Context: an optimization exercise on an open-source flow, tuned for small area, a short achievable clock period and few clock cycles per item. The choices shown serve that exercise and are no tape-out recipe. Only simulation tests tie the RTL to the original design; equivalence was not proved. Power and IR drop assume default switching activity.

== main ==
## phase_accumulator
module phase_accumulator #(
    parameter integer CONV_KP = 2,    
    parameter integer CONV_KF = 6     
) (
    input  wire        clk,
    input  wire        rst,           
    input  wire        tick_valid,
    output wire        tick_ready,
    input  wire        cmd_valid,
    output wire        cmd_ready,
    input  wire [7:0]  cmd_op,
    input  wire [31:0] cmd_arg,
    output reg         rsp_valid,
    output reg         rsp_err,
    output reg  [31:0] rsp_data
);
    localparam [3:0] K_ZERO  = 4'd0;
    localparam [3:0] K_VALUE = 4'd1;
    localparam [3:0] K_CNT   = 4'd2;
    localparam [3:0] K_INC   = 4'd3;
    localparam [3:0] K_HALF  = 4'd4;
    localparam [3:0] K_ERR   = 4'd5;
    localparam [3:0] K_MINF  = 4'd8;    
    localparam [3:0] K_MAXF  = 4'd9;
    localparam [3:0] K_MINP  = 4'd10;
    localparam [3:0] K_MAXP  = 4'd11;
    reg [23:0] cnt;
    reg [23:0] inc;
    reg [2:0]  sel;
    reg        crdy;
    reg        trdy;
    reg        sbusy;      
    assign cmd_ready  = crdy;
    assign tick_ready = trdy;
    wire cfire = cmd_valid & crdy;
    wire tfire = tick_valid & trdy;
    reg       d_set_inc, d_set_cnt, d_tick, d_rst_ph, d_set_wave, d_conv;
    reg [3:0] d_kind;
    always @(*) begin
        d_set_inc = 1'b0; d_set_cnt = 1'b0; d_tick = 1'b0; d_rst_ph = 1'b0;
        d_set_wave = 1'b0; d_conv = 1'b0;
        d_kind = K_ZERO;
        case (cmd_op)
            8'h01: d_set_inc  = 1'b1;
            8'h02: d_kind     = K_INC;
            8'h03: d_set_cnt  = 1'b1;
            8'h04: d_kind     = K_CNT;
            8'h05: d_tick     = 1'b1;
            8'h06: d_rst_ph   = 1'b1;
            8'h07: d_kind     = K_HALF;
            8'h10: d_kind     = K_VALUE;
            8'h11: d_set_wave = 1'b1;
            8'h20, 8'h21, 8'h22, 8'h23: d_conv = 1'b1;
            8'h24: d_kind     = K_MINF;
            8'h25: d_kind     = K_MAXF;
            8'h26: d_kind     = K_MINP;
            8'h27: d_kind     = K_MAXP;
  ...
==> module phase_accumulator, before the edit <==
module phase_accumulator #(
    parameter integer CONV_KP = 2,    
    parameter integer CONV_KF = 6     
) (
    input  wire        clk,
    input  wire        rst,           
    input  wire        tick_valid,
    output wire        tick_ready,
    input  wire        cmd_valid,
    output wire        cmd_ready,
    input  wire [7:0]  cmd_op,
    input  wire [31:0] cmd_arg,
    output reg         rsp_valid,
    output reg         rsp_err,
    output reg  [31:0] rsp_data
);
    localparam [3:0] K_ZERO  = 4'd0;
    localparam [3:0] K_VALUE = 4'd1;
    localparam [3:0] K_CNT   = 4'd2;
    localparam [3:0] K_INC   = 4'd3;
    localparam [3:0] K_HALF  = 4'd4;
    localparam [3:0] K_ERR   = 4'd5;
    localparam [3:0] K_MINF  = 4'd8;    
    localparam [3:0] K_MAXF  = 4'd9;
    localparam [3:0] K_MINP  = 4'd10;
    localparam [3:0] K_MAXP  = 4'd11;
    reg [23:0] cnt;
    reg [23:0] inc;
    reg [2:0]  sel;
    reg        crdy;
    reg        trdy;
    reg        sbusy;      
    assign cmd_ready  = crdy;
    assign tick_ready = trdy;
    wire cfire = cmd_valid & crdy;
    wire tfire = tick_valid & trdy;
    reg       d_set_inc, d_set_cnt, d_tick, d_rst_ph, d_set_wave, d_conv;
    reg [3:0] d_kind;
    always @(*) begin
        d_set_inc = 1'b0; d_set_cnt = 1'b0; d_tick = 1'b0; d_rst_ph = 1'b0;
        d_set_wave = 1'b0; d_conv = 1'b0;
        d_kind = K_ZERO;
        case (cmd_op)
            8'h01: d_set_inc  = 1'b1;
            8'h02: d_kind     = K_INC;
            8'h03: d_set_cnt  = 1'b1;
            8'h04: d_kind     = K_CNT;
            8'h05: d_tick     = 1'b1;
            8'h06: d_rst_ph   = 1'b1;
            8'h07: d_kind     = K_HALF;
            8'h10: d_kind     = K_VALUE;
            8'h11: d_set_wave = 1'b1;
            8'h20, 8'h21, 8'h22, 8'h23: d_conv = 1'b1;
            8'h24: d_kind     = K_MINF;
            8'h25: d_kind     = K_MAXF;
            8'h26: d_kind     = K_MINP;
            8'h27: d_kind     = K_MAXP;
            default: d_kind   = K_ERR;
        endcase
    end
    wire d_dep  = d_set_inc | (cmd_op == 8'h02) | d_tick | (d_conv & !cmd_op[1]);
    wire set_go = cfire & d_conv & cmd_op[1];
    wire conv_go = cfire & d_conv & !cmd_op[1] & !sbusy;
    wire buf_now = cfire & sbusy & d_dep;
    reg        b_v;                  
    reg        b_sinc, b_ginc, b_tick, b_conv, b_per;
    reg [31:0] a_q;                  
    reg        go_q, per_q, set_q;   
    wire        cv_last, cv_fin, cv_fin_set;
    wire [23:0] cv_result;
    wire        cv_wr = cv_fin & cv_fin_set;
    wire        bx    = b_v & cv_wr;    
    pa_fconv #(.KP(CONV_KP), .KF(CONV_KF)) u_fconv (
        .clk       (clk),
        .rst       (rst),
        .start     (go_q | (bx & b_conv)),
        .is_period (b_v ? b_per : per_q),
        .is_set    (!b_v & set_q),
        .arg       (a_q),
        .last      (cv_last),
        .fin       (cv_fin),
        .fin_set   (cv_fin_set),
        .result    (cv_result)
    );
    wire [23:0] inc_eff = cv_wr ? cv_result : inc;
    wire [23:0] sum1 = cnt + inc_eff;
    wire        c_tick = cfire & d_tick & !sbusy;
    wire        dbl = tfire & c_tick;
    reg         pend;
    always @(posedge clk) begin
        if (rst) begin
            cnt   <= 24'd0;
            inc   <= 24'd0;
            sel   <= 3'd0;
            crdy  <= 1'b1;
            trdy  <= 1'b1;
            sbusy <= 1'b0;
            b_v   <= 1'b0;
            go_q  <= 1'b0;
            pend  <= 1'b0;
        end else begin
            pend <= dbl;
            go_q <= set_go | conv_go;
            if (cfire & d_set_cnt)
                cnt <= cmd_arg[23:0];
            else if (cfire & d_rst_ph)
                cnt <= 24'd0;
            else if (tfire | c_tick | pend | (bx & b_tick))
                cnt <= sum1;
            if (cfire & d_set_inc & !sbusy)
                inc <= cmd_arg[23:0];
            else if (bx & b_sinc)
                inc <= a_q[23:0];
            else if (cv_wr)
                inc <= cv_result;
            if (cfire & d_set_wave)
                sel <= (cmd_arg <= 32'd6) ? cmd_arg[2:0] : 3'd0;
            if (set_go)
                sbusy <= 1'b1;
            else if (cv_last)
                sbusy <= 1'b0;
            if (buf_now)
                b_v <= 1'b1;
            else if (bx)
                b_v <= 1'b0;
            if (conv_go | buf_now | dbl | (bx & b_conv))
                crdy <= 1'b0;
            else if ((cv_last & !b_v) | (bx & !b_conv) | pend)
                crdy <= 1'b1;
            if (set_go | dbl)
                trdy <= 1'b0;
            else if ((cv_last & !b_v & !buf_now) | bx | pend)
                trdy <= 1'b1;
        end
        if (cfire) begin
            a_q   <= cmd_arg;
            per_q <= cmd_op[0];
            set_q <= cmd_op[1];
        end
        if (buf_now) begin
            b_sinc <= d_set_inc;
            b_ginc <= (cmd_op == 8'h02);
            b_tick <= d_tick;
            b_conv <= d_conv;
            b_per  <= cmd_op[0];
        end
    end
    reg        r0_v;
    reg [3:0]  r0_k;
    reg        p1_v;
    reg        p1_val;
    reg        p1_err;
    reg [31:0] p1_d;
    wire [7:0]  w_low;
    wire [2:0]  w_d0, w_d1;
    wire [1:0]  w_dh;
    pa_wave_rom u_rom (.sel(sel), .idx(cnt[23:16]), .low(w_low),
                       .d0(w_d0), .d1(w_d1), .dh(w_dh));
    reg [31:0] rd;
    always @(*) begin
        case (r0_k)
            K_VALUE: rd = {w_low, w_d0, w_d1, w_dh, cnt[15:0]};
            K_CNT:   rd = {8'd0, cnt};
            K_INC:   rd = {8'd0, inc};
            K_HALF:  rd = {31'd0, (cnt > 24'h800000)};
            K_MINF:  rd = 32'h387A0000;
            K_MAXF:  rd = 32'h43FA0000;
            K_MINP:  rd = 32'h3B03126F;
            K_MAXP:  rd = 32'h4683126F;
            default: rd = 32'd0;
        endcase
    end
    wire [23:0] value;
    pa_interp u_interp (.low(p1_d[31:24]), .d0(p1_d[23:21]), .d1(p1_d[20:18]),
                        .dh(p1_d[17:16]), .frac(p1_d[15:0]), .value(value));
    always @(posedge clk) begin
        if (rst) begin
            r0_v      <= 1'b0;
            p1_v      <= 1'b0;
            rsp_valid <= 1'b0;
        end else begin
            r0_v      <= (cfire & !buf_now & !(d_conv & !cmd_op[1])) | (bx & !b_conv);
            p1_v      <= r0_v;
            rsp_valid <= p1_v | (cv_fin & !cv_fin_set);
        end
        r0_k   <= bx ? (b_ginc ? K_INC : K_ZERO) : d_kind;
        p1_val <= (r0_k == K_VALUE);
        p1_err <= (r0_k == K_ERR);
        p1_d   <= rd;
        if (cv_fin & !cv_fin_set) begin
            rsp_err  <= 1'b0;
            rsp_data <= {8'd0, cv_result};
        end else begin
            rsp_err  <= p1_err;
            rsp_data <= p1_val ? {8'd0, value} : p1_d;
        end
    end
endmodule
==> flow/config.mk <==
export PLATFORM = sky130hd
export DESIGN_NAME = phase_accumulator
export DESIGN_NICKNAME = phase_accumulator
export VERILOG_FILES = /design/flow/design.v
export SDC_FILE = /design/flow/constraint.sdc
export NUM_CORES = 4
export LEC_CHECK = 0
export CAP_MARGIN = 20
export CORE_MARGIN = 2
export CORE_UTILIZATION = 30
export CTS_BUF_LIST = sky130_fd_sc_hd__clkbuf_8
export PLACE_DENSITY = 0.5
export SETUP_SLACK_MARGIN = 5
export SLEW_MARGIN = 20
export SYNTH_MEMORY_MAX_BITS = 32768
==> flow/constraint.sdc <==
create_clock -name core_clock -period 12.0 [get_ports {clk}]
set_input_delay 2.4000 -clock core_clock [delete_from_list [all_inputs] [get_ports {clk}]]
set_output_delay 2.4000 -clock core_clock [all_outputs]
set_load 0.01 [all_outputs]
standard.sh (not shown) runs the stock make flow with config.mk's settings and CLKGATE_MAP_FILE= SYNTH_SCRIPT=/design/flow/synth_recipe.tcl, a recipe that flattens the netlist after the stock synthesis.
==> flow/flow/run.sh <==
#!/bin/bash
set -euo pipefail
bash standard.sh 'BUFFER_PORTS_ARGS=-buffer_cell sky130_fd_sc_hd__buf_2' SETUP_SLACK_MARGIN=7 finish > standard_flow.log 2>&1
Testbench counts of main, summed over its fixed seeds: cycles 31,235, cmds 24,000.
#### Input delta (the feature branch over main)
--- a/flow/design.v
+++ b/flow/design.v
@@ -1212,6 +1212,5 @@
     reg        b_v;                  
     reg        b_sinc, b_ginc, b_tick, b_conv, b_per;
-    reg [31:0] a_q;                  
-    reg        go_q, per_q, set_q;   
+    reg [31:0] b_arg;
     wire        cv_last, cv_fin, cv_fin_set;
     wire [23:0] cv_result;
@@ -1221,8 +1220,8 @@
         .clk       (clk),
         .rst       (rst),
-        .start     (go_q | (bx & b_conv)),
-        .is_period (b_v ? b_per : per_q),
-        .is_set    (!b_v & set_q),
-        .arg       (a_q),
+        .start     (set_go | conv_go | (bx & b_conv)),
+        .is_period (b_v ? b_per : cmd_op[0]),
+        .is_set    (!b_v & cmd_op[1]),
+        .arg       (b_v ? b_arg : cmd_arg),
         .last      (cv_last),
         .fin       (cv_fin),
@@ -1244,9 +1243,7 @@
             sbusy <= 1'b0;
             b_v   <= 1'b0;
-            go_q  <= 1'b0;
             pend  <= 1'b0;
         end else begin
             pend <= dbl;
-            go_q <= set_go | conv_go;
             if (cfire & d_set_cnt)
                 cnt <= cmd_arg[23:0];
@@ -1258,5 +1255,5 @@
                 inc <= cmd_arg[23:0];
             else if (bx & b_sinc)
-                inc <= a_q[23:0];
+                inc <= b_arg[23:0];
             else if (cv_wr)
                 inc <= cv_result;
@@ -1280,9 +1277,4 @@
                 trdy <= 1'b1;
         end
-        if (cfire) begin
-            a_q   <= cmd_arg;
-            per_q <= cmd_op[0];
-            set_q <= cmd_op[1];
-        end
         if (buf_now) begin
             b_sinc <= d_set_inc;
@@ -1291,4 +1283,5 @@
             b_conv <= d_conv;
             b_per  <= cmd_op[0];
+            b_arg  <= cmd_arg;
         end
     end
Findings:
Against main, number of enable flip-flop cells after synthesis in the feature branch fell by a few percent.
Delta (the feature branch minus main): pin count of the biggest net entering global routing decreased 3, area growth from synthesis to layout lower, total power consumption of the routed design has decreased.
Share of the cycle needed by the critical path after routing: main and the feature branch compared, lower one is main
Diff main -> the feature branch | post-synthesis cell area | increase of 0.64%
~same detail-routed net length per standard cell in main and the feature branch
On the feature branch: largest clock skew in the final design is 56 ps lower than what main gave.
Summary of the feature branch over main: minimum clock period after layout shows an increase of 300 ps; relative area of non-clock buffer cells in the final design shows a reduction of 0.52 points.
Number of clock buffers inserted by TritonCTS ends up lower on main.
Sort main and the feature branch by setup slack desc -> top: main
In terms of clock-pin slew on the worst setup and hold paths, the feature branch and main differ only marginally.
Testbench counts of the feature branch, summed over its fixed seeds: cycles 29,799, cmds 24,000.

-- port drivers added, routing unchanged --
In the flow no input, the clock included, has a driving cell. The finished layouts below were timed again as built, in two steps.
Step 1 (the two cells are an assumption about what drives the block):
set clk [get_ports {clk}]
set_driving_cell -lib_cell sky130_fd_sc_hd__clkbuf_16 $clk
set_driving_cell -lib_cell sky130_fd_sc_hd__buf_2 [delete_from_list [all_inputs] $clk]
Step 2 moves the port delays by t, midway between the first and last clock arrival at a register: inputs arrive t later, outputs are due t later. That takes back most of the time a late clock gives input paths.
a / b / c = ideal ports / drivers / drivers and shift; a / b = the first two.
| run | t, ns | slack for setup (ns) | worst register clock-pin slew, ns |
|---|---|---|---|
| main | 0.710 | 6.852 / 6.852 / 6.628 | 0.07 / 0.07 |
| the feature branch | 0.678 | 6.549 / 6.549 / 6.125 | 0.07 / 0.07 |
After both steps setup and hold are still met in every run listed. The setup slack of the feature branch, which loses most, moves by 0.000 ns with the drivers and by -0.424 ns with both steps.
